This design comes from an exercise in tuning for small area and a short achievable clock period on the open sky130 flow, not from production work.
Where RTL was checked, it was by simulation tests only, not by an equivalence proof against the original.
For run 5, only the layout was checked, not whether the RTL still works.
No activity file was given, so power comes from the tool's default toggle rates.

[flow/design.v]
module ibm2ieee_s1 (
    input  wire [1:0]  op,
    input  wire [63:0] src,
    output wire [55:0] x,        
    output wire [3:0]  crs,      
    output wire        dlt,      
    output wire        eqc,      
    output wire [6:0]  E,
    output wire        s,
    output wire        op1,
    output wire        dest64,
    output wire        st0,      
    output wire        fzero     
);
    assign op1 = op[1];
    assign dest64 = op[0];
    assign s = op1 ? src[63] : src[31];
    assign E = op1 ? src[62:56] : src[30:24];
    wire e_le26 = (E <= 7'd26);
    wire e_le32 = (E <= 7'd32);
    wire e_le38 = (E <= 7'd38);
    wire e_le46 = (E <= 7'd46);
    wire [55:0] xl = {src[55:24] & {32{op1}}, src[23:0]};
    wire rs = op1 & ~dest64 & e_le32;
    assign x   = rs ? {32'b0, src[55:32]} : xl;
    assign st0 = rs & (|src[31:0]);
    wire [13:0] dz;
    genvar j;
    generate
        for (j = 0; j < 14; j = j + 1) begin : gd
            if (j >= 6) begin : ghi
                assign dz[j] = ~op1 | ~|src[4*j+3:4*j];
            end else begin : glo
                assign dz[j] = ~|src[4*j+3:4*j];
            end
        end
    endgenerate
    wire [15:0] zn;
    generate
        for (j = 0; j < 14; j = j + 1) begin : gz
            assign zn[j] = &dz[13:13-j];
        end
    endgenerate
    assign zn[15:14] = 2'b00;
    wire [15:0] zp = {zn[14:0], 1'b1};
    reg [3:0] Ln;
    integer k;
    always @* begin
        Ln = 4'd13;
        for (k = 12; k >= 0; k = k - 1)
            if (!zn[k]) Ln = k[3:0];
    end
    assign fzero = zn[13] | (~dest64 & e_le26);
    wire [3:0] dn = E[3:0] + ((op1 & ~e_le32) ? 4'd15 : 4'd7);
    wire sub_possible = ~dest64 & ~e_le26 & (e_le32 | (op1 ? e_le46 : e_le38));
    wire force_lt = ~dest64 & e_le32;
    assign dlt = force_lt | (sub_possible & zn[dn]);
    assign eqc = sub_possible & ~force_lt & zp[dn] & ~zn[dn];
    assign crs = dlt ? dn : Ln;
endmodule
module ibm2ieee_s2 (
    input  wire [55:0] x,
    input  wire [3:0]  crs,
    input  wire        dlt,
    input  wire        eqc,
    input  wire [6:0]  E,
    input  wire        s,
    input  wire        op1,
    input  wire        dest64,
    input  wire        st0,
    input  wire        fzero,
    output wire [63:0] result
);
    wire [55:0] a5 = crs[3] ? {x[23:0], 32'b0}  : x;
    wire [55:0] a4 = crs[2] ? {a5[39:0], 16'b0} : a5;
    wire [55:0] a3 = crs[1] ? {a4[47:0], 8'b0}  : a4;
    wire [55:0] a  = crs[0] ? {a3[51:0], 4'b0}  : a3;
    wire subn = dlt | (eqc & ~a[55] & ~a[54]);
    wire [1:0] lz4 = a[55] ? 2'd0 : a[54] ? 2'd1 : a[53] ? 2'd2 : 2'd3;
    wire [1:0] fine = subn ? 2'd1 : lz4;
    wire [55:0] a1 = fine[1] ? {a[53:0], 2'b0} : a;
    wire [55:0] w  = fine[0] ? {a1[54:0], 1'b0} : a1;
    wire o27 = |a[27:0];
    wire o28 = o27 | a[28];
    wire o29 = o28 | a[29];
    wire o30 = o29 | a[30];
    wire so = (fine == 2'd0) ? o30 : (fine == 2'd1) ? o29 : (fine == 2'd2) ? o28 : o27;
    wire st32 = so | st0;
    wire st64 = (fine == 2'd0) ? (a[1] | a[0]) : (fine == 2'd1) ? a[0] : 1'b0;
    wire up32 = w[31] & (w[32] | st32);
    wire up64 = w[2] & (w[3] | st64);
    wire up = dest64 ? up64 : up32;
    wire [52:0] m = dest64 ? w[55:3] : {w[55:32], 29'h1fffffff};
    wire [53:0] p;
    wire [13:0] ba;      
    wire [13:0] bp;      
    genvar i;
    generate
        for (i = 0; i < 14; i = i + 1) begin : gblk
            if (i < 13) begin : gfull
                assign ba[i] = &m[4*i+3:4*i];
            end else begin : glast
                assign ba[i] = m[52];
            end
        end
    endgenerate
    assign bp[0]  = 1'b1;
    assign bp[1]  = ba[0];
    assign bp[2]  = &ba[1:0];
    assign bp[3]  = &ba[2:0];
    assign bp[4]  = &ba[3:0];
    assign bp[5]  = bp[4] & ba[4];
    assign bp[6]  = bp[4] & (&ba[5:4]);
    assign bp[7]  = bp[4] & (&ba[6:4]);
    assign bp[8]  = bp[4] & (&ba[7:4]);
    assign bp[9]  = bp[8] & ba[8];
    assign bp[10] = bp[8] & (&ba[9:8]);
    assign bp[11] = bp[8] & (&ba[10:8]);
    assign bp[12] = bp[8] & (&ba[11:8]);
    assign bp[13] = bp[12] & ba[12];
    generate
        for (i = 0; i < 53; i = i + 1) begin : gp
            if (i % 4 == 0) begin : g0
                assign p[i] = bp[i/4];
            end else begin : gn
                assign p[i] = bp[i/4] & (&m[i-1:4*(i/4)]);
            end
        end
    endgenerate
    assign p[53] = bp[13] & ba[13];
    wire [52:0] inc = m ^ ({53{up}} & p[52:0]);
    wire c = up & p[53];
    wire [10:0] K = dest64 ? (op1 ? 11'd766 : 11'd798) : (op1 ? -11'd130 : -11'd98);
    wire [10:0] e1 = {2'b0, E, 2'b00} - {5'b0, crs, 2'b00} + K;
    wire [8:0] e1h  = e1[10:2];
    wire [8:0] e1hm = e1h - 9'd1;
    wire [8:0] e1hp = e1h + 9'd1;
    wire [2:0] lo0 = {1'b0, e1[1:0]} - {1'b0, fine};        
    wire [2:0] lo1 = lo0 + 3'd1;                              
    wire       b0  = lo0[2];
    wire       b1  = lo1[2] & ~(lo0 == 3'd3);                 
    wire       q1  = (lo0 == 3'd3);                           
    wire [8:0] h0  = b0 ? e1hm : e1h;
    wire [8:0] h1  = b1 ? e1hm : q1 ? e1hp : e1h;
    wire [10:0] bc = c ? {h1, lo1[1:0]} : {h0, lo0[1:0]};
    wire ovf = ~dest64 & ~h0[8] & ((|h0[7:6]) | ((&h0[5:0]) & (&lo0[1:0])));
    wire [63:0] r64 = {s, fzero ? 11'b0 : bc, inc[51:0]};
    wire [7:0]  e32 = fzero ? 8'h00 : ovf ? 8'hff : subn ? {7'b0, inc[52]} : bc[7:0];
    wire [22:0] m32 = (fzero | ovf) ? 23'b0 : inc[51:29];
    wire [63:0] r32 = {32'b0, s, e32, m32};
    assign result = dest64 ? r64 : r32;
endmodule
module ibm2ieee (
    input  wire        clk,
    input  wire        rst,
    input  wire        in_valid,
    input  wire [1:0]  op,
    input  wire [63:0] src,
    output wire        out_valid,
    output reg  [63:0] result
);
    reg [2:0] vld;
    always @(posedge clk) begin
        if (rst) vld <= 3'b0;
        else     vld <= {vld[1:0], in_valid};
    end
    assign out_valid = vld[2];
    reg [1:0]  op_q;
    reg [63:0] src_q;
    always @(posedge clk) begin
        op_q  <= op;
        src_q <= src;
    end
    wire [55:0] x;
    wire [3:0]  crs;
    wire [6:0]  E;
    wire        dlt, eqc, s, op1, dest64, st0, fzero;
    ibm2ieee_s1 u_s1 (.op(op_q), .src(src_q), .x(x), .crs(crs), .dlt(dlt),
                      .eqc(eqc), .E(E), .s(s), .op1(op1), .dest64(dest64),
                      .st0(st0), .fzero(fzero));
    reg [55:0] x_q;
    reg [3:0]  crs_q;
    reg [6:0]  E_q;
    reg        dlt_q, eqc_q, s_q, op1_q, dest64_q, st0_q, fzero_q;
    always @(posedge clk) begin
        x_q      <= x;
        crs_q    <= crs;
        E_q      <= E;
        dlt_q    <= dlt;
        eqc_q    <= eqc;
        s_q      <= s;
        op1_q    <= op1;
        dest64_q <= dest64;
        st0_q    <= st0;
        fzero_q  <= fzero;
    end
    wire [63:0] result_d;
    ibm2ieee_s2 u_s2 (.x(x_q), .crs(crs_q), .dlt(dlt_q), .eqc(eqc_q),
                      .E(E_q), .s(s_q), .op1(op1_q), .dest64(dest64_q),
                      .st0(st0_q), .fzero(fzero_q), .result(result_d));
    always @(posedge clk) result <= result_d;
endmodule
[flow/run.sh]
#!/bin/bash
# synth_recipe.tcl (not shown) runs the flow's synth.tcl, then flattens the netlist and writes it again
# the make line also repeats each setting of config.mk as NAME=value (left out here)
make -C /OpenROAD-flow-scripts/flow DESIGN_CONFIG=/design/flow/config.mk WORK_HOME=/design/flow/orfs CLKGATE_MAP_FILE= SYNTH_SCRIPT=/design/flow/synth_recipe.tcl finish
[flow/config.mk]
export PLATFORM = sky130hd
export DESIGN_NAME = ibm2ieee
export DESIGN_NICKNAME = ibm2ieee
export VERILOG_FILES = /design/flow/design.v
export SDC_FILE = /design/flow/constraint.sdc
export NUM_CORES = 4
export LEC_CHECK = 0
export ABC_AREA = 1
export CAP_MARGIN = 20
export CORE_MARGIN = 2
export CORE_UTILIZATION = 40
export SLEW_MARGIN = 20
[flow/constraint.sdc]
create_clock -name core_clock -period 18.0 [get_ports {clk}]
set_input_delay 3.6000 -clock core_clock [delete_from_list [all_inputs] [get_ports {clk}]]
set_output_delay 3.6000 -clock core_clock [all_outputs]
set_load 0.01 [all_outputs]
==> results of run 1 <==
## placed cells by master (no fill, tap or decap), types with 4 or more instances in the layout
cell	count
nand2_1	611
nand3_1	237
dfxtp_1	206
nor2_1	156
inv_1	141
clkdlybuf4s50_1	133
o21ai_0	124
nand4_1	38
a21oi_1	30
o21ai_1	25
clkbuf_16	23
ha_1	18
xor2_1	15
nor4_1	11
buf_4	11
or2_2	10
xnor2_1	10
nand2_2	9
a31oi_1	9
o22ai_1	8
inv_2	7
nand3_2	7
o211ai_1	7
clkbuf_8	5
nor2_4	4
clkbuf_1	4
## cell families after synthesis
kind of cell,count (synthesis),share of synthesized area
AND/OR/NAND/NOR,1108,0.409
buffers and inverters,245,0.0926
AO/OA/AOI/OAI,225,0.106
flip-flops,207,0.350
XOR/XNOR,25,0.0185
adder cells (fa/ha/maj),19,0.0207
multiplexers,4,0.00349
## worst max-delay path, delay by kind of cell (launching register included)
| kind | cells | cell delay (ps) |
|---|---|---|
| fa+ha+maj | 1 | 310 |
| xor+xnor | 1 | 180 |
| buf+inv | 5 | 2020 |
| compound gates | 1 | 100 |
| simple gates | 14 | 2870 |
| flops | 1 | 290 |
## path summary, 6_finish.rpt
kind	from	slack, ps	depth (start not counted)	endpoint
worst min register to register	op_q[0]$_DFF_P_	400	0	dest64_q$_DFF_P_
worst min-delay path	op_q[0]$_DFF_P_	400	0	dest64_q$_DFF_P_
worst max-delay path	crs_q[2]$_DFF_P_	12060	22	result[1]$_DFF_P_
worst max register to register	crs_q[2]$_DFF_P_	12060	22	result[1]$_DFF_P_
## area by class of cell
type                            instances  area (um^2)  area share
Clock inverter                          7         76.3     0.00547
Inverter                              149          559      0.0401
Tap cell                              390          488      0.0349
Timing Repair Buffer                  145         1430       0.102
Sequential cell                       207         4150       0.297
Multi-Input combinational cell       1381         6610       0.473
Clock buffer                           32          659      0.0472
## routing by layer
metal | up-vias | wire length, um | global-route usage
met1 | 5260 | 15600 | 0.292
met4 | 0 | 1170 | 0.0737
met5 | - | 0 | 0
li1 | 6107 | - | -
met3 | 54 | 2130 | 0.0368
met2 | 360 | 15300 | 0.359
## sequential cells by signal, indices dropped and copies added (netlist names)
register,flops
E_q,7
crs_q,4
dest64_q,1
dlt_q,1
eqc_q,1
fzero_q,1
op1_q,1
op_q,2
result,64
s_q,1
src_q,64
st0_q,1
vld,3
x_q,56
## through the flow
stage / hold slack, ps / worst slack [ps] / util / area [um^2]
floorplan: 360 / 13930 / - / 11800
global placement: 394 / 12280 / 0.449 / 13200
detailed placement: 399 / 12140 / 0.449 / 13200
CTS: 408 / 12120 / 0.474 / 13900
global route: 412 / 11450 / 0.475 / 14000
finish: 398 / 12060 / 0.475 / 14000
## power breakdown
group          internal, mW  leakage [nW]  total [mW]  switching, mW
Clock                 0.269         0.360       0.445          0.176
Combinational         0.313          4.56       0.864          0.551
Sequential            0.534          1.74       0.560         0.0267
==> impl_metrics.tcl, run 1 <==
set metrics [dict create \
    status "timing/DRC/antenna clean" \
    hold_path_class "reg -> reg" \
    cts_buffer_depth 3 \
    grt_setup_unrepaired "false" \
    yosysTopAreaCell "dfxtp_1" \
    setup_viol 0 \
    wl_um 34300 \
    vdd.ir_drop.worst_mv 0.0647 \
    htree_levels 1 \
    synthDistinctLibCells 60 \
    total_power_mw 1.87 \
    crit_top_cell "nand2_1" \
    relSlewSlack 0.348 \
    num_vias 11800 \
    final.setup_skew_ps 7.91 \
    final.fill_count 3064 \
    cts_root_buffer "clkbuf_16" \
    grt_pass1_vias 10800 \
    hold_viol_final 0 \
    critPathMaxStageDelay_ps 740 \
    place_inst 2271 \
    crit_fanout 60 \
    fin_setup_tns_ps 0 \
    synth_area_leaders "dfxtp_1 (35%), nand2_1 (19%), nand3_1 (10%)" \
    p_per_area_nw_per_um2 134 \
    fin_cells 2311 \
    min_period_ps 5940 \
    detail_route.wl_per_cell_um 14.8 \
    final_layout_size_suffix_gt1_frac 0.0521 \
    via_per_inst 5.10 \
    synthFlopType "dfxtp_1" \
    drt-pass1-iter-count 5 \
    cp-start-kind "flip-flop" \
    async_reset_ff_frac 0 \
    drt_iter0_drc 710 \
    initial_core_util 0.403 \
    n_antenna_cell 0 \
    worstSetupEndpointType "flip-flop" \
    core_area_um2 29400 \
    remaining_drc_errors 0 \
    cts_buffers 22 \
    grt_pass1_wl_um 55500 \
    cts_resized 0 \
    areaGrowthSynthToFinish_pct 17.9 \
    maxCapViolCount 0 \
    grt.total_usage 0.219 \
    cp.arrival_ps 6330 \
    die_area_um2 31000 \
    synth_common_cells "nand2_1 (611), nand3_1 (237), dfxtp_1 (207), nor2_1 (156), inv_1 (141)" \
    cts_setup_buffers 0 \
    clk_latency_ps 510 \
    fin_crit_sh 0.330 \
    post-synth-top-count-cell "nand2_1" \
    tightest_slew_ps 969 \
    hold_buffers 0 \
    ys_seq_area_frac 0.350 \
    worstSetupPathType "reg -> reg" \
    p_leak_nw 6.66 \
    crit_chain "buf_4 > inv_2 > nand3_1 > nand3_1 > nand3_1 > nand2_2 > nand4_4 > inv_2 > ha_1 > nand2_1 > nor2_1 > nand2_1 > xor2_1 > inv_1 > nor4_1 > a21oi_1 > nand2_1 > nand2_1 > nand2_1 > inv_1 > nand3_1 > nand2_1" \
    dpl.hpwl_um 26500 \
    grt_max_degree 66 \
    ant_nets 0 \
    nNetsFinal 1994 \
    required_ps 18390 \
    syn_area_per_cell_um2 6.46 \
    synth-warning-count 2 \
    synth_top_area_frac 0.350 \
    die-width_um 176 \
    max_freq_ghz 0.168 \
    ys_ff_latch 207 \
    ios 134 \
    std_cell_rows 63 \
    clock_sinks 207 \
    cts_tree "done" \
    die_h_um 176 \
    place_congestion 0.920 \
    synth_edf_count 0 \
    syn_inst 1833 \
    syn_area_um2 11800 \
    finalMaxSlewViolations 0 \
    overflow 0 \
    io_buffers 133 \
    syn_nets 1921 \
    cp_slowest_cell "inv_2" \
    antenna_found_initial 0 \
    path_clk_slew_ps 60 \
]
==> run 2, diff against run 1 <==
==> flow/flow/run.sh (new file) <==
#!/bin/bash
# Layout flow: the standard flow (standard.sh) with these changes.
#  1. If ABCSCRIPT is set, synthesis maps the logic with that ABC script
#     instead of ORFS's; everything else in the synthesis, registers
#     included, is the standard one.
#  2. Timing repair aims at a setup slack margin (MARGIN), so that the
#     resizer buffers and upsizes the area-mapped logic where the achieved
#     period needs it.
#  3. Ports are buffered with a small buffer cell (PORTBUF) instead of the
#     default one; the resizer may still upsize it.
#  4. Clock tree synthesis runs without dummy loads.
# Each tool's full output stays in orfs/logs; make's output in run_standard.log.
set -euo pipefail
W=$PWD
source flow/params.sh
cp synth_recipe.tcl synth_recipe.orig.tcl
if [[ -n "$ABCSCRIPT" ]]; then
{
  echo "proc abc {args} {"
  echo "  set i [lsearch -exact \$args -script]"
  echo "  if {\$i >= 0} { lset args [expr {\$i + 1}] $W/flow/$ABCSCRIPT }"
  echo "  yosys abc {*}\$args"
  echo "}"
  cat synth_recipe.orig.tcl
} > synth_recipe.tcl
fi
bash standard.sh \
  "SETUP_SLACK_MARGIN=$MARGIN" \
  "BUFFER_PORTS_ARGS=-buffer_cell $PORTBUF" \
  "CTS_ARGS=$CTSARGS" \
  $EXTRA finish > run_standard.log 2>&1
==> flow/flow/abc_min.script (new file) <==
strash
amap
topo
==> flow/flow/params.sh (new file) <==
MARGIN=13.2
PORTBUF=sky130_fd_sc_hd__buf_1
CTSARGS="-sink_clustering_enable -repair_clock_nets -dont_use_dummy_load"
ABCSCRIPT=
EXTRA=""
==> flow/standard.sh (new file) <==
#!/bin/bash
# synth_recipe.tcl (not shown) runs the flow's synth.tcl, then flattens the netlist and writes it again
# the make line also repeats each setting of config.mk as NAME=value (left out here)
make -C /OpenROAD-flow-scripts/flow DESIGN_CONFIG=/design/flow/config.mk WORK_HOME=/design/flow/orfs CLKGATE_MAP_FILE= SYNTH_SCRIPT=/design/flow/synth_recipe.tcl "${@:-finish}"
removed: flow/run.sh
==> run 2 against run 1 <==
Setup slack better by 1400 ps; highest routed layer unchanged; wire length shrank 0.95%; hold slack got worse by 1.1 ps; clock skew increased by 11 ps; still clean on timing, DRC and antenna.
==> impl_metrics.tcl, run 2 <==
set metrics [dict create \
    status "timing/DRC/antenna clean" \
    die_area_um2 31000 \
    initial_core_util 0.403 \
    std_cell_rows 63 \
    total_power_mw 1.73 \
    num_vias 11800 \
    hold_viol_final 0 \
    overflow 0 \
    worstSetupEndpointType "output port" \
    p_sw_mw 0.739 \
    via_per_inst 5.12 \
    nNetsFinal 1994 \
    grt.total_usage 0.216 \
    synth-warning-count 2 \
    cp-start-kind "flip-flop" \
    io_buffers 133 \
    max_freq_ghz 0.219 \
    grt_max_degree 63 \
    required_ps 14400 \
    post-synth-top-count-cell "nand2_1" \
    synthFlopType "dfxtp_1" \
    syn_nets 1921 \
    intPower_mw 0.992 \
    r2r_start "crs_q[0]$_DFF_P_" \
    relSlewSlack 0.332 \
    grt_pass1_wl_um 54500 \
    switching_share 0.427 \
    antenna_found_initial 0 \
    setup_viol 0 \
    async_reset_ff_frac 0 \
    p_per_area_nw_per_um2 133 \
    die-width_um 176 \
    cts_buffers 22 \
    worstSetupPathType "reg -> out" \
    crit_family "flip-flops" \
    final.fill_count 3216 \
    remaining_drc_errors 0 \
    wl_um 33900 \
    path_clk_slew_ps 50 \
    grt_pass1_vias 10600 \
    largestRegisters "result: 64 flops, src_q: 64 flops, x_q: 56 flops" \
    layout_common_cells "nand2_1 (607), nand3_1 (237), dfxtp_1 (206), nor2_1 (156), inv_1 (141)" \
    htree_levels 1 \
    final_layout_size_suffix_gt1_frac 0.0483 \
    regArea_um2 4150 \
    vdd.ir_drop.worst_mv 0.0797 \
    critPathMaxStageDelay_ps 320 \
    maxCapViolCount 0 \
    cp_slowest_cell "dfxtp_1" \
    final.setup_skew_ps 18.7 \
    grt_setup_unrepaired "false" \
    syn_area_um2 11800 \
    detail_route.wl_per_cell_um 14.8 \
    reg2regPathDepth 23 \
    ios 134 \
    p_leak_nw 6.24 \
    yosysTopAreaCell "dfxtp_1" \
    reg2reg_slack_ps 13590 \
    critical_path_buf_inv_count 1 \
    ant_nets 0 \
    fin_cells 2294 \
    crit_fanout 1 \
    hold_path_class "reg -> reg" \
    dpl.hpwl_um 26100 \
    synth_area_leaders "dfxtp_1 (35%), nand2_1 (19%), nand3_1 (10%)" \
    cp.arrival_ps 970 \
    n_antenna_cell 0 \
    power.share.combinational 0.462 \
    clock_sinks 207 \
    ys_seq_area_frac 0.350 \
    die_h_um 176 \
    synthDistinctLibCells 60 \
    syn_area_per_cell_um2 6.46 \
    pwr-share-clk 0.214 \
    fin_crit_sh 0.254 \
    min_period_ps 4570 \
    min_to "dest64_q$_DFF_P_" \
    min_from "op_q[0]$_DFF_P_" \
    fin_setup_tns_ps 0 \
    synth_edf_count 0 \
    clk_latency_ps 510 \
    multiInputGateArea_um2 6660 \
    timing.rr.end "result[0]$_DFF_P_" \
    drt-pass1-iter-count 5 \
    ys_ff_latch 207 \
    syn_inst 1833 \
    final_common_cell "nand2_1" \
    drt_iter0_drc 838 \
    crit_chain "buf_1" \
    core_area_um2 29400 \
    areaGrowthSynthToFinish_pct 10.0 \
    finalMaxSlewViolations 0 \
    cts_root_buffer "clkbuf_16" \
    power_frac_seq 0.324 \
    min_delay_path_depth 0 \
    synth_common_cells "nand2_1 (611), nand3_1 (237), dfxtp_1 (207), nor2_1 (156), inv_1 (141)" \
    tightest_slew_ps 993 \
    cts_buffer_depth 3 \
    cts_setup_buffers 0 \
    cts_tree "done" \
    place_inst 2270 \
    synth_top_area_frac 0.350 \
    place_congestion 0.900 \
]
run 2: cells by family (layout without fill, tap and decap cells):
logic type,after synthesis,count (layout),share of synthesized area
AOI/OAI and AO/OA,225,225,0.106
xor gates and xnor gates,25,25,0.0185
adders and majority gates,19,19,0.0207
buffers and inverters,245,314,0.0926
DFF,207,207,0.350
muxes,4,4,0.00349
and+or+nand+nor,1108,1110,0.409
run 2: what timing repair did:
item,4_1_cts,5_1_grt
pin swaps,1,0
resized for setup,12,16
endpoints found under the setup margin,63,62
cloned,2,0
hold buffers,0,0
run 2: worst max-delay path by stage:
stage          cells after the start                  to             startpoint
3_5_place_dp                      22   result[0]$_DFF_P_       crs_q[2]$_DFF_P_
3_3_place_gp                      22  result[14]$_DFF_P_       crs_q[2]$_DFF_P_
2_1_floorplan                     24  result[16]$_DFF_P_       crs_q[2]$_DFF_P_
4_1_cts                           26  result[12]$_DFF_P_       crs_q[3]$_DFF_P_
5_1_grt                           27  result[26]$_DFF_P_       crs_q[3]$_DFF_P_
6_report                           1          result[52]  result[52]$_SDFF_PP0_
run 2: cell type report:
cell class / instances / area share
Sequential cell: 207 / 0.318
Inverter: 149 / 0.0442
Clock buffer: 22 / 0.0422
Multi-Input combinational cell: 1383 / 0.511
Tap cell: 390 / 0.0374
Timing Repair Buffer: 143 / 0.0474
run 2: layer usage:
metal / vias up / global-route usage / part of all wire
li1: 6107 / - / -
met1: 5195 / 0.294 / 0.47
met2: 380 / 0.344 / 0.43
met3: 68 / 0.0357 / 0.063
met4: 0 / 0.0761 / 0.035
met5: - / 0 / 0
run 2: power by group through the flow:
stage	sequential, mW	clock, mW	combinational (mW)
2_1_floorplan	0.593	0	0.573
3_3_place_gp	0.571	0	0.773
3_5_place_dp	0.571	0	0.776
4_1_cts	0.562	0.380	0.788
5_1_grt	0.568	0.401	0.905
6_report	0.561	0.370	0.799
run 2: metrics by stage:
stage	utilization	hold slack (ps)	setup slack, ps	cell area, um^2
floorplan	-	360	13930	11800
CTS	0.442	401	13230	13000
global route	0.443	415	13210	13000
finish	0.443	397	13430	13000
detailed placement	0.421	394	12220	12400
global placement	0.421	391	12370	12400
==> run 3, diff against run 2 <==
==> flow/flow/params.sh (replaced) <==
MARGIN=13.4
PORTBUF=sky130_fd_sc_hd__buf_1
CTSARGS="-repair_clock_nets -dont_use_dummy_load"
ABCSCRIPT=
EXTRA=""
--- a/flow/config.mk
+++ b/flow/config.mk
@@ -10,3 +10,3 @@
 export CORE_MARGIN = 2
-export CORE_UTILIZATION = 40
+export CORE_UTILIZATION = 60
 export SLEW_MARGIN = 20
removed: flow/flow/abc_min.script
==> run 3 against run 2 <==
Synthesized cell count unchanged; utilization grew 22 points; maximum frequency rose by 1.1%; final area down 0.69%; sequential power is essentially flat; largest power group unchanged; critical path type unchanged; largest cell class unchanged; still clean on timing, DRC and antenna; hold slack improved by 12 ps; highest routed layer unchanged; non-clock buffer count up 8; clock-buffer cell count shrank 5.
==> impl_metrics.tcl, run 3 <==
set metrics [dict create \
    synth_top_area_frac 0.350 \
    crit_fanout 1 \
    overflow 0 \
    cp-start-kind "flip-flop" \
    worstSetupPathType "reg -> out" \
    initial_core_util 0.611 \
    clock_sinks 207 \
    fin_crit_sh 0.251 \
    tightest_slew_ps 1040 \
    drt_iter0_drc 1413 \
    finalMaxSlewViolations 0 \
    clk_latency_ps 450 \
    drt-pass1-iter-count 7 \
    async_reset_ff_frac 0 \
    grt_pass1_vias 10400 \
    hold_viol_final 0 \
    die_area_um2 20900 \
    required_ps 14400 \
    std_cell_rows 51 \
    cts_buffer_depth 2 \
    die_h_um 145 \
    setup_viol 0 \
    max_freq_ghz 0.221 \
    reg2regPathDepth 23 \
    synthFlopType "dfxtp_1" \
    critical_path_buf_inv_count 1 \
    status "timing/DRC/antenna clean" \
    synth_edf_count 0 \
    layout_common_cells "nand2_1 (608), nand3_1 (237), dfxtp_1 (205), nor2_1 (156), inv_1 (140)" \
    crit_family "flip-flops" \
    n_antenna_cell 0 \
    synth_area_leaders "dfxtp_1 (35%), nand2_1 (19%), nand3_1 (10%)" \
    via_per_inst 5.56 \
    syn_nets 1921 \
    grt_pass1_wl_um 52000 \
    nNetsFinal 1997 \
    fin_cells 2172 \
    worstSetupEndpoint "result[3]" \
    place_congestion 0.946 \
    areaGrowthSynthToFinish_pct 9.28 \
    synthDistinctLibCells 60 \
    relSlewSlack 0.307 \
    syn_area_um2 11800 \
    r2r_start "crs_q[2]$_DFF_P_" \
    cts_tree "done" \
    grt.total_usage 0.314 \
    worstSetupEndpointType "output port" \
    post-synth-top-count-cell "nand2_1" \
    synth-warning-count 2 \
    path_clk_slew_ps 70 \
    cp.arrival_ps 930 \
    remaining_drc_errors 0 \
    path_depth 1 \
    grt_setup_unrepaired "false" \
    htree_levels 4 \
    syn_area_per_cell_um2 6.46 \
    final.setup_skew_ps 30.7 \
    num_vias 12100 \
    p_leak_nw 6.25 \
    die-width_um 145 \
    grt_max_degree 63 \
    crit_chain "buf_1" \
    ys_seq_area_frac 0.350 \
    cts_root_buffer "clkbuf_16" \
    p_per_area_nw_per_um2 132 \
    hold_path_class "reg -> reg" \
    ys_ff_latch 207 \
    min_period_ps 4530 \
    dpl.hpwl_um 24200 \
    cts_buffers 17 \
    ios 134 \
    ant_nets 0 \
    final_common_cell "nand2_1" \
    wl_um 33000 \
    syn_inst 1833 \
    detail_route.wl_per_cell_um 15.2 \
    reg2reg_slack_ps 13730 \
    cp-startpoint "result[3]$_DFF_P_" \
    antenna_found_initial 0 \
    io_buffers 133 \
    place_inst 2146 \
    yosysTopAreaCell "dfxtp_1" \
    largestRegisters "result: 64 flops, src_q: 64 flops, x_q: 56 flops" \
    timing.rr.end "result[0]$_DFF_P_" \
    maxCapViolCount 0 \
    cp_slowest_cell "dfxtp_1" \
    fin_setup_tns_ps 0 \
    vdd.ir_drop.worst_mv 0.0751 \
    final_layout_size_suffix_gt1_frac 0.0503 \
    hold_buffers 0 \
    core_area_um2 19400 \
    synth_common_cells "nand2_1 (611), nand3_1 (237), dfxtp_1 (207), nor2_1 (156), inv_1 (141)" \
    critPathMaxStageDelay_ps 330 \
]
run 3: cell counts after synthesis:
Identical to the previous run, type by type.
run 3: how the worst min path moves through the flow:
stage	startpoint	end	slack, ps	cells after the start
6_report	vld[1]$_SDFF_PP0_	vld[2]$_SDFF_PP0_	410	2
5_1_grt	op_q[0]$_DFF_P_	dest64_q$_DFF_P_	420	0
4_1_cts	op_q[0]$_DFF_P_	dest64_q$_DFF_P_	400	0
3_5_place_dp	op_q[0]$_DFF_P_	dest64_q$_DFF_P_	400	0
3_3_place_gp	vld[1]$_SDFF_PP0_	vld[2]$_SDFF_PP0_	390	2
2_1_floorplan	op_q[0]$_DFF_P_	dest64_q$_DFF_P_	360	0
run 3: repair_timing:
item,4_1_cts,5_1_grt
endpoints found under the setup margin,63,62
gates cloned,2,4
endpoints found under the hold margin,0,0
gates resized for setup,16,25
pin swaps,1,2
buffers inserted,0,3
run 3: stage by stage:
step                 util  setup WS, ps  power (mW)  instance area, um^2  hold WS (ps)
floorplan               -         13930        1.17                11800           360
global placement    0.630         12420        1.33                12200           394
detailed placement  0.630         12180        1.34                12200           397
CTS                 0.656         13420        1.67                12700           404
global route        0.667         13380        1.84                12900           422
finish              0.667         13470        1.71                12900           409
run 3: per-layer routing:
| layer | part of all wire | track usage |
|---|---|---|
| met4 | 0.034 | 0.125 |
| met2 | 0.46 | 0.511 |
| met3 | 0.071 | 0.0444 |
| met5 | 0 | 0 |
| met1 | 0.43 | 0.420 |
run 3: final cells by class:
type                    instances  area [um^2]
clock buffers                  17          425
fillers                      1867         6450
inverters                     149          593
multi-input cells            1383         6670
flip-flops and latches        207         4150
well taps                     265          332
repair buffers                151          777
run 3: cells by family (layout without fill, tap and decap cells):
kind of cell               after synthesis  in the layout  share of synthesized area
AOI/OAI and AO/OA                      225            225                      0.106
xor gates and xnor gates                25             25                     0.0185
adders and majority gates               19             19                     0.0207
buffers and inverters                  245            317                     0.0926
DFF                                    207            207                      0.350
muxes                                    4              4                    0.00349
and+or+nand+nor                       1108           1110                      0.409
run 3: report_power, final:
group	internal [mW]	leakage, nW	switching [mW]
Sequential	0.533	1.74	0.0258
Combinational	0.262	4.31	0.564
Clock	0.165	0.209	0.158
Total	0.960	6.25	0.748
==> run 4, diff against run 3 <==
--- a/flow/config.mk
+++ b/flow/config.mk
@@ -8,5 +8,5 @@
 export ABC_AREA = 1
-export CAP_MARGIN = 20
+export CAP_MARGIN = 0
 export CORE_MARGIN = 2
-export CORE_UTILIZATION = 60
-export SLEW_MARGIN = 20
+export CORE_UTILIZATION = 50
+export SLEW_MARGIN = 0
==> run 4 against run 3 <==
First-iteration DRC count fell by 29%; largest power group unchanged; hold slack got worse by 19 ps; non-clock buffer count fell by 1; utilization fell by 11 points; synthesized area did not move; combinational power fell by 1%; setup slack got worse by 11 ps; final cell count rose by 2.4%; clock power rose by 2%; sequential cell count did not move; die area rose by 19%; sequential share of layout area barely moved; critical path type unchanged.
==> impl_metrics.tcl, run 4 <==
set metrics [dict create \
    status "timing/DRC/antenna clean" \
    grt_pass1_vias 10400 \
    largestRegisters "result: 64 flops, src_q: 64 flops, x_q: 56 flops" \
    ant_nets 0 \
    final_layout_size_suffix_gt1_frac 0.0514 \
    cp.arrival_ps 940 \
    synth_area_leaders "dfxtp_1 (35%), nand2_1 (19%), nand3_1 (10%)" \
    drt_iter0_drc 998 \
    cts_root_buffer "clkbuf_16" \
    setup_viol 0 \
    regArea_um2 4150 \
    clock_sinks 207 \
    synthFlopType "dfxtp_1" \
    final_common_cell "nand2_1" \
    num_vias 11800 \
    areaGrowthSynthToFinish_pct 9.41 \
    required_ps 14400 \
    crit_family "flip-flops" \
    die-width_um 158 \
    remaining_drc_errors 0 \
    synth_top_family_by_area "simple AND/OR/NAND/NOR gates" \
    min_period_ps 4540 \
    syn_inst 1833 \
    relSlewSlack 0.275 \
    synthDistinctLibCells 60 \
    synth_xor_area_frac 0.0185 \
    cp-start-kind "flip-flop" \
    critical_path_buf_inv_count 1 \
    synth-compound-area-share 0.106 \
    cts_buffers 17 \
    core_area_um2 23300 \
    layout_common_cells "nand2_1 (608), nand3_1 (237), dfxtp_1 (205), nor2_1 (154), inv_1 (141)" \
    syn_area_um2 11800 \
    grt_setup_unrepaired "false" \
    htree_levels 4 \
    vdd.ir_drop.worst_mv 0.0604 \
    synth_edf_count 0 \
    n_antenna_cell 0 \
    cp_slowest_cell "dfxtp_1" \
    grt.total_usage 0.274 \
    die_area_um2 24900 \
    final.fill_count 2433 \
    hold_buffers 0 \
    path_clk_slew_ps 90 \
    hold_path_class "reg -> reg" \
    final_cell_area_um2 13000 \
    place_congestion 0.923 \
    worstSetupPathType "reg -> out" \
    ios 134 \
    fin_setup_tns_ps 0 \
    die_h_um 158 \
    yosys.area_share.adder 0.0207 \
    final.setup_skew_ps 34.1 \
    dpl.hpwl_um 25700 \
    synth_common_cells "nand2_1 (611), nand3_1 (237), dfxtp_1 (207), nor2_1 (156), inv_1 (141)" \
    multiInputGateArea_um2 6680 \
    dp_slack_ps 12170 \
    clk_latency_ps 440 \
    maxCapViolCount 0 \
    finalMaxSlewViolations 0 \
    wl_um 34000 \
    crit_fanout 1 \
    detail_route.wl_per_cell_um 15.3 \
    fin_crit_sh 0.252 \
    tightest_slew_ps 1080 \
    hold_viol_final 0 \
    critPathMaxStageDelay_ps 330 \
    fin_ws_ps 13460 \
    nNetsFinal 1996 \
    yosys.area_share.simple 0.409 \
    crit_chain "buf_1" \
    initial_core_util 0.508 \
    drt-pass1-iter-count 5 \
    std_cell_rows 56 \
    grt_pass1_wl_um 53900 \
    p_per_area_nw_per_um2 131 \
    via_per_inst 5.29 \
    yosysTopAreaCell "dfxtp_1" \
    ys_seq_area_frac 0.350 \
    fin_cells 2225 \
    worstSetupEndpointType "output port" \
    async_reset_ff_frac 0 \
    syn_area_per_cell_um2 6.46 \
    post-synth-top-count-cell "nand2_1" \
    dpl-instance-area_um2 12300 \
    synth-warning-count 2 \
    syn_nets 1921 \
    grt_max_degree 63 \
    max_freq_ghz 0.220 \
    cts_tree "done" \
    p_leak_nw 6.24 \
    muxShareOfSynthArea 0.00349 \
    overflow 0 \
    holdWs_ps 390 \
    io_buffers 133 \
    ys_ff_latch 207 \
    cts_buffer_depth 2 \
    place_inst 2201 \
    synth_top_area_frac 0.350 \
    antenna_found_initial 0 \
]
==> run 4: worst paths after layout <==
kind                     startpoint                 end  slack (ps)  cells after the start
hold / removal    vld[1]$_SDFF_PP0_   vld[2]$_SDFF_PP0_         390                      2
setup reg to reg   crs_q[2]$_DFF_P_  result[14]$_DFF_P_       13780                     21
hold reg to reg   vld[1]$_SDFF_PP0_   vld[2]$_SDFF_PP0_         390                      2
setup / recovery  result[3]$_DFF_P_           result[3]       13460                      1
==> run 4: layout make-up <==
type,count,share of cell area
multi-input cells,1383,0.515
flip-flops and latches,207,0.320
repair buffers,150,0.0562
inverters,149,0.0451
clock buffers,17,0.0328
well taps,319,0.0308
==> run 4: per-stage QoR <==
| stage | power, mW | util |
|---|---|---|
| 5_1_grt | 1.84 | 0.556 |
| 6_report | 1.70 | 0.556 |
| 4_1_cts | 1.68 | 0.549 |
| 3_3_place_gp | 1.34 | 0.527 |
| 3_5_place_dp | 1.35 | 0.527 |
| 2_1_floorplan | 1.17 | - |
==> run 4: cells by family after synthesis <==
family,count (synthesis)
XOR/XNOR,25
flip-flops,207
AO/OA/AOI/OAI,225
buffers and inverters,245
multiplexers,4
adder cells (fa/ha/maj),19
AND/OR/NAND/NOR,1108
==> run 4: what timing repair did <==
item / in CTS / in global routing
setup endpoints to repair: 63 / 66
resized for setup: 15 / 26
buffers inserted: 0 / 4
pin swaps: 1 / 2
gates cloned: 2 / 1
==> run 4: per-layer routing <==
metal / routed length (um) / GRT usage / vias up
met2: 15200 / 0.436 / 354
met4: 1320 / 0.123 / 0
met5: 0 / 0 / -
met3: 1880 / 0.0427 / 56
met1: 15700 / 0.369 / 5255
li1: - / - / 6098
==> run 4: report_power, final <==
part	switching [mW]	total [mW]	internal (mW)
combinational	0.561	0.814	0.253
sequential	0.0254	0.558	0.533
clock	0.163	0.328	0.165
==> run 5, diff against run 4 <==
--- a/flow/design.v
+++ b/flow/design.v
@@ -3,17 +3,15 @@
     input  wire [63:0] src,
-    output wire [55:0] x,        
-    output wire [3:0]  crs,      
+    output wire [55:0] a,        
+    output wire [10:0] e1,       
     output wire        dlt,      
     output wire        eqc,      
-    output wire [6:0]  E,
     output wire        s,
-    output wire        op1,
-    output wire        dest64,
-    output wire        st0,      
-    output wire        fzero     
+    output wire        dest64
 );
-    assign op1 = op[1];
+    wire op1 = op[1];
     assign dest64 = op[0];
     assign s = op1 ? src[63] : src[31];
-    assign E = op1 ? src[62:56] : src[30:24];
+    wire [6:0] E = op1 ? src[62:56] : src[30:24];
+    wire [55:0] x;
+    wire [3:0] crs;
     wire e_le26 = (E <= 7'd26);
@@ -24,4 +22,4 @@
     wire rs = op1 & ~dest64 & e_le32;
-    assign x   = rs ? {32'b0, src[55:32]} : xl;
-    assign st0 = rs & (|src[31:0]);
+    assign x = rs ? {32'b0, src[55:32]} : xl;
+    wire st0 = rs & (|src[31:0]);
     wire [13:0] dz;
@@ -52,3 +50,3 @@
     end
-    assign fzero = zn[13] | (~dest64 & e_le26);
+    wire fzero = zn[13] | (~dest64 & e_le26);
     wire [3:0] dn = E[3:0] + ((op1 & ~e_le32) ? 4'd15 : 4'd7);
@@ -58,17 +56,3 @@
     assign eqc = sub_possible & ~force_lt & zp[dn] & ~zn[dn];
-    assign crs = dlt ? dn : Ln;
-endmodule
-module ibm2ieee_s2 (
-    input  wire [55:0] x,
-    input  wire [3:0]  crs,
-    input  wire        dlt,
-    input  wire        eqc,
-    input  wire [6:0]  E,
-    input  wire        s,
-    input  wire        op1,
-    input  wire        dest64,
-    input  wire        st0,
-    input  wire        fzero,
-    output wire [63:0] result
-);
+    assign crs = fzero ? 4'd15 : dlt ? dn : Ln;
     wire [55:0] a5 = crs[3] ? {x[23:0], 32'b0}  : x;
@@ -76,3 +60,16 @@
     wire [55:0] a3 = crs[1] ? {a4[47:0], 8'b0}  : a4;
-    wire [55:0] a  = crs[0] ? {a3[51:0], 4'b0}  : a3;
+    wire [55:0] a0 = crs[0] ? {a3[51:0], 4'b0}  : a3;
+    assign a = {a0[55:1], a0[0] | st0};
+    wire [10:0] K = dest64 ? (op1 ? 11'd766 : 11'd798) : (op1 ? -11'd130 : -11'd98);
+    assign e1 = fzero ? 11'd3 : {2'b0, E, 2'b00} - {5'b0, crs, 2'b00} + K;
+endmodule
+module ibm2ieee_s2 (
+    input  wire [55:0] a,
+    input  wire [10:0] e1,
+    input  wire        dlt,
+    input  wire        eqc,
+    input  wire        s,
+    input  wire        dest64,
+    output wire [63:0] result
+);
     wire subn = dlt | (eqc & ~a[55] & ~a[54]);
@@ -87,3 +84,3 @@
     wire so = (fine == 2'd0) ? o30 : (fine == 2'd1) ? o29 : (fine == 2'd2) ? o28 : o27;
-    wire st32 = so | st0;
+    wire st32 = so;
     wire st64 = (fine == 2'd0) ? (a[1] | a[0]) : (fine == 2'd1) ? a[0] : 1'b0;
@@ -132,4 +129,2 @@
     wire c = up & p[53];
-    wire [10:0] K = dest64 ? (op1 ? 11'd766 : 11'd798) : (op1 ? -11'd130 : -11'd98);
-    wire [10:0] e1 = {2'b0, E, 2'b00} - {5'b0, crs, 2'b00} + K;
     wire [8:0] e1h  = e1[10:2];
@@ -146,5 +141,5 @@
     wire ovf = ~dest64 & ~h0[8] & ((|h0[7:6]) | ((&h0[5:0]) & (&lo0[1:0])));
-    wire [63:0] r64 = {s, fzero ? 11'b0 : bc, inc[51:0]};
-    wire [7:0]  e32 = fzero ? 8'h00 : ovf ? 8'hff : subn ? {7'b0, inc[52]} : bc[7:0];
-    wire [22:0] m32 = (fzero | ovf) ? 23'b0 : inc[51:29];
+    wire [63:0] r64 = {s, bc, inc[51:0]};
+    wire [7:0]  e32 = ovf ? 8'hff : subn ? {7'b0, inc[52]} : bc[7:0];
+    wire [22:0] m32 = ovf ? 23'b0 : inc[51:29];
     wire [63:0] r32 = {32'b0, s, e32, m32};
@@ -173,17 +168,13 @@
     end
-    wire [55:0] x;
-    wire [3:0]  crs;
-    wire [6:0]  E;
-    wire        dlt, eqc, s, op1, dest64, st0, fzero;
-    ibm2ieee_s1 u_s1 (.op(op_q), .src(src_q), .x(x), .crs(crs), .dlt(dlt),
-                      .eqc(eqc), .E(E), .s(s), .op1(op1), .dest64(dest64),
-                      .st0(st0), .fzero(fzero));
-    reg [55:0] x_q;
-    reg [3:0]  crs_q;
-    reg [6:0]  E_q;
-    reg        dlt_q, eqc_q, s_q, op1_q, dest64_q, st0_q, fzero_q;
+    wire [55:0] a;
+    wire [10:0] e1;
+    wire        dlt, eqc, s, dest64;
+    ibm2ieee_s1 u_s1 (.op(op_q), .src(src_q), .a(a), .e1(e1), .dlt(dlt),
+                      .eqc(eqc), .s(s), .dest64(dest64));
+    reg [55:0] a_q;
+    reg [10:0] e1_q;
+    reg        dlt_q, eqc_q, s_q, dest64_q;
     always @(posedge clk) begin
-        x_q      <= x;
-        crs_q    <= crs;
-        E_q      <= E;
+        a_q      <= a;
+        e1_q     <= e1;
         dlt_q    <= dlt;
@@ -191,11 +182,7 @@
         s_q      <= s;
-        op1_q    <= op1;
         dest64_q <= dest64;
-        st0_q    <= st0;
-        fzero_q  <= fzero;
     end
     wire [63:0] result_d;
-    ibm2ieee_s2 u_s2 (.x(x_q), .crs(crs_q), .dlt(dlt_q), .eqc(eqc_q),
-                      .E(E_q), .s(s_q), .op1(op1_q), .dest64(dest64_q),
-                      .st0(st0_q), .fzero(fzero_q), .result(result_d));
+    ibm2ieee_s2 u_s2 (.a(a_q), .e1(e1_q), .dlt(dlt_q), .eqc(eqc_q), .s(s_q),
+                      .dest64(dest64_q), .result(result_d));
     always @(posedge clk) result <= result_d;
==> flow/flow/params.sh (replaced) <==
MARGIN=13.2
PORTBUF=sky130_fd_sc_hd__buf_1
CTSARGS="-sink_clustering_enable -repair_clock_nets -dont_use_dummy_load"
ABCSCRIPT=
EXTRA=""
--- a/flow/config.mk
+++ b/flow/config.mk
@@ -8,5 +8,5 @@
 export ABC_AREA = 1
-export CAP_MARGIN = 0
+export CAP_MARGIN = 20
 export CORE_MARGIN = 2
-export CORE_UTILIZATION = 50
-export SLEW_MARGIN = 0
+export CORE_UTILIZATION = 60
+export SLEW_MARGIN = 20
==> run 5 against run 4 <==
Still clean on timing, DRC and antenna; clock skew is 9.9 ps higher; die area is 12% lower; power is 15% higher; global-route usage is 6.5 points higher; final area is 9.7% higher; clock-buffer cell count is 4 higher; non-clock buffer count is 29 higher; hold slack better by 20 ps; critical endpoint is now e1_q[9]$_SDFF_PP0_; largest cell class unchanged.
==> impl_metrics.tcl, run 5 <==
set metrics [dict create \
    status "timing/DRC/antenna clean" \
    ant_nets 0 \
    syn_area_um2 12400 \
    die_area_um2 21900 \
    cts_buffers 21 \
    remaining_drc_errors 0 \
    htree_levels 1 \
    place_inst 2290 \
    critical_path_buf_inv_count 8 \
    grt_max_degree 87 \
    cp_slowest_cell "fa_2" \
    vdd.ir_drop.worst_mv 0.0826 \
    final.setup_skew_ps 44.0 \
    synth-compound-area-share 0.121 \
    crit_fanout 15 \
    grt_pass1_vias 12200 \
    fin_setup_tns_ps 0 \
    yosysTopAreaCell "dfxtp_1" \
    syn_area_per_cell_um2 6.30 \
    wl_um 38400 \
    syn_nets 2063 \
    drt_iter0_drc 1221 \
    layout_common_cells "nand2_1 (604), nand3_1 (241), dfxtp_1 (201), inv_1 (183), nor2_1 (173)" \
    crit_top_cell "nand2_1" \
    clk_latency_ps 510 \
    nNetsFinal 2177 \
    fin_cells 2355 \
    dpl.hpwl_um 27200 \
    max_freq_ghz 0.217 \
    io_buffers 133 \
    initial_core_util 0.612 \
    dp_slack_ps 10650 \
    hold_path_class "reg -> reg" \
    largestRegisters "result: 64 flops, src_q: 64 flops, a_q: 56 flops" \
    overflow 0 \
    final_util 0.701 \
    cp.arrival_ps 5010 \
    finalMaxSlewViolations 0 \
    synth_top_area_frac 0.327 \
    grt_pass1_wl_um 60600 \
    core_area_um2 20300 \
    async_reset_ff_frac 0 \
    fin_crit_sh 0.256 \
    cts_root_buffer "clkbuf_16" \
    synthFlopType "dfxtp_1" \
    synth_area_leaders "dfxtp_1 (33%), nand2_1 (18%), nand3_1 (9.9%)" \
    worstSetupPathType "reg -> reg" \
    die_h_um 148 \
    crit_family "simple AND/OR/NAND/NOR gates" \
    synth_top_family_by_area "simple AND/OR/NAND/NOR gates" \
    post-synth-top-count-cell "nand2_1" \
    final_common_cell "nand2_1" \
    min_period_ps 4600 \
    ys_ff_latch 203 \
    fin_ws_ps 13400 \
    cp-start-kind "flip-flop" \
    worstSetupEndpointType "flip-flop" \
    drt-pass1-iter-count 6 \
    num_vias 13400 \
    std_cell_rows 52 \
    tightest_slew_ps 754 \
    critPathMaxStageDelay_ps 410 \
    final_layout_size_suffix_gt1_frac 0.0892 \
    via_per_inst 5.68 \
    ys_seq_area_frac 0.327 \
    p_leak_nw 6.71 \
    synth-warning-count 2 \
    setup_viol 0 \
    relSlewSlack 0.492 \
    muxShareOfSynthArea 0.00161 \
    grt_setup_unrepaired "true" \
    grt.total_usage 0.340 \
    synth_xor_area_frac 0.0226 \
    cts_tree "done" \
    hold_buffers 0 \
    required_ps 18400 \
    synthDistinctLibCells 55 \
    n_antenna_cell 0 \
    antenna_found_initial 0 \
    yosys.area_share.simple 0.402 \
    ios 134 \
    cts_buffer_depth 3 \
    clock_sinks 203 \
    path_clk_slew_ps 60 \
    synth_common_cells "nand2_1 (612), nand3_1 (245), dfxtp_1 (203), nor2_1 (186), inv_1 (185)" \
    place_congestion 0.934 \
    yosys.area_share.adder 0.0218 \
    hold_viol_final 0 \
    maxCapViolCount 0 \
    areaGrowthSynthToFinish_pct 14.5 \
    detail_route.wl_per_cell_um 16.3 \
    synth_edf_count 0 \
    syn_inst 1973 \
    die-width_um 148 \
    p_per_area_nw_per_um2 138 \
]
## run 5: timing repair
item,CTS,global route
endpoints found under the setup margin,65,21
buffers inserted,13,18
hold endpoints to repair,0,0
gates resized for setup,44,49
cloned,9,4
pin swaps,6,18
## run 5: area by class of cell
type	count	area, um^2
Clock buffer	21	526
Timing Repair inverter	3	31.3
Tap cell	270	338
Inverter	200	823
Multi-Input combinational cell	1479	7380
Timing Repair Buffer	179	1060
Sequential cell	203	4070
Fill cell	1758	6080
## run 5: final timing paths
| kind | slack (ps) | cells past startpoint | end | startpoint |
|---|---|---|---|---|
| setup / recovery | 13400 | 32 | e1_q[9]$_SDFF_PP0_ | op_q[1]$_DFF_P_ |
| setup reg to reg | 13400 | 32 | e1_q[9]$_SDFF_PP0_ | op_q[1]$_DFF_P_ |
| hold / removal | 410 | 0 | dest64_q$_DFF_P_ | op_q[0]$_DFF_P_ |
| hold reg to reg | 410 | 0 | dest64_q$_DFF_P_ | op_q[0]$_DFF_P_ |
## run 5: kinds of logic (layout without fill, tap and decap cells)
group / after synthesis / in the layout
buffers and inverters: 295 / 403
adders and majority gates: 21 / 21
xor gates and xnor gates: 32 / 32
and+or+nand+nor: 1154 / 1158
DFF: 203 / 203
AOI/OAI and AO/OA: 266 / 266
muxes: 2 / 2
## run 5: worst reg2reg max path: cells and delay by family, from the launching register on
kind                       cells  cell delay, ps
AOI/OAI and AO/OA              5             560
xor gates and xnor gates       1             180
adders and majority gates      2             750
buffers and inverters          8             920
DFF                            1             370
and+or+nand+nor               16            1750
## run 5: stage by stage
| step | hold slack [ps] | power, mW | cell area, um^2 |
|---|---|---|---|
| after floorplan | 377 | 1.32 | 12400 |
| after global placement | 390 | 1.50 | 12800 |
| after detailed placement | 391 | 1.52 | 12800 |
| after CTS | 406 | 1.93 | 13900 |
| after global routing | 429 | 2.11 | 14200 |
| final | 410 | 1.96 | 14200 |
## run 5: metal layers
| metal | wire (um) | GRT usage | share of wire |
|---|---|---|---|
| met4 | 2360 | 0.170 | 0.061 |
| met2 | 17800 | 0.577 | 0.46 |
| met3 | 2560 | 0.0389 | 0.067 |
| met1 | 15700 | 0.427 | 0.41 |
| met5 | 0 | 0 | 0 |
## run 5: power by group
part / switching, mW / internal [mW]
Clock: 0.155 / 0.204
Combinational: 0.651 / 0.321
Sequential: 0.0589 / 0.571
Total: 0.865 / 1.10

==> port drivers added, routing unchanged <==
In the flow no input, the clock included, has a driving cell. The finished layouts below were timed again as built, in two steps.
Step 1: set_driving_cell puts a clkbuf_16 on clk and a buf_2 on each other input, an assumption about the parent block.
Step 2 times the ports against the registers' clock, not the clock port: input delays grow and output delays shrink by t, the midpoint of the rising clock arrivals with the driver on.
Three values: ideal ports, drivers, drivers and shift; two values: the first two.
run | shift t [ns] | slack for setup (ns) | worst hold slack (ns) | worst setup path at the end | clock arrival spread, ns
run 1 | 0.555 | 12.061 / 12.061 / 12.061 | 0.398 / 0.398 / 0.398 | register to register | 0.008 / 0.008
run 2 | 0.548 | 13.425 / 13.376 / 13.592 | 0.397 / 0.397 / 0.397 | register to register | 0.021 / 0.022
run 3 | 0.484 | 13.475 / 13.426 / 13.734 | 0.409 / 0.409 / 0.409 | register to register | 0.031 / 0.031
run 4 | 0.473 | 13.463 / 13.415 / 13.784 | 0.390 / 0.390 / 0.390 | register to register | 0.035 / 0.035
run 5 | 0.538 | 13.395 / 13.350 / 13.395 | 0.410 / 0.410 / 0.410 | register to register | 0.044 / 0.044
After both steps setup and hold are still met in every run listed.
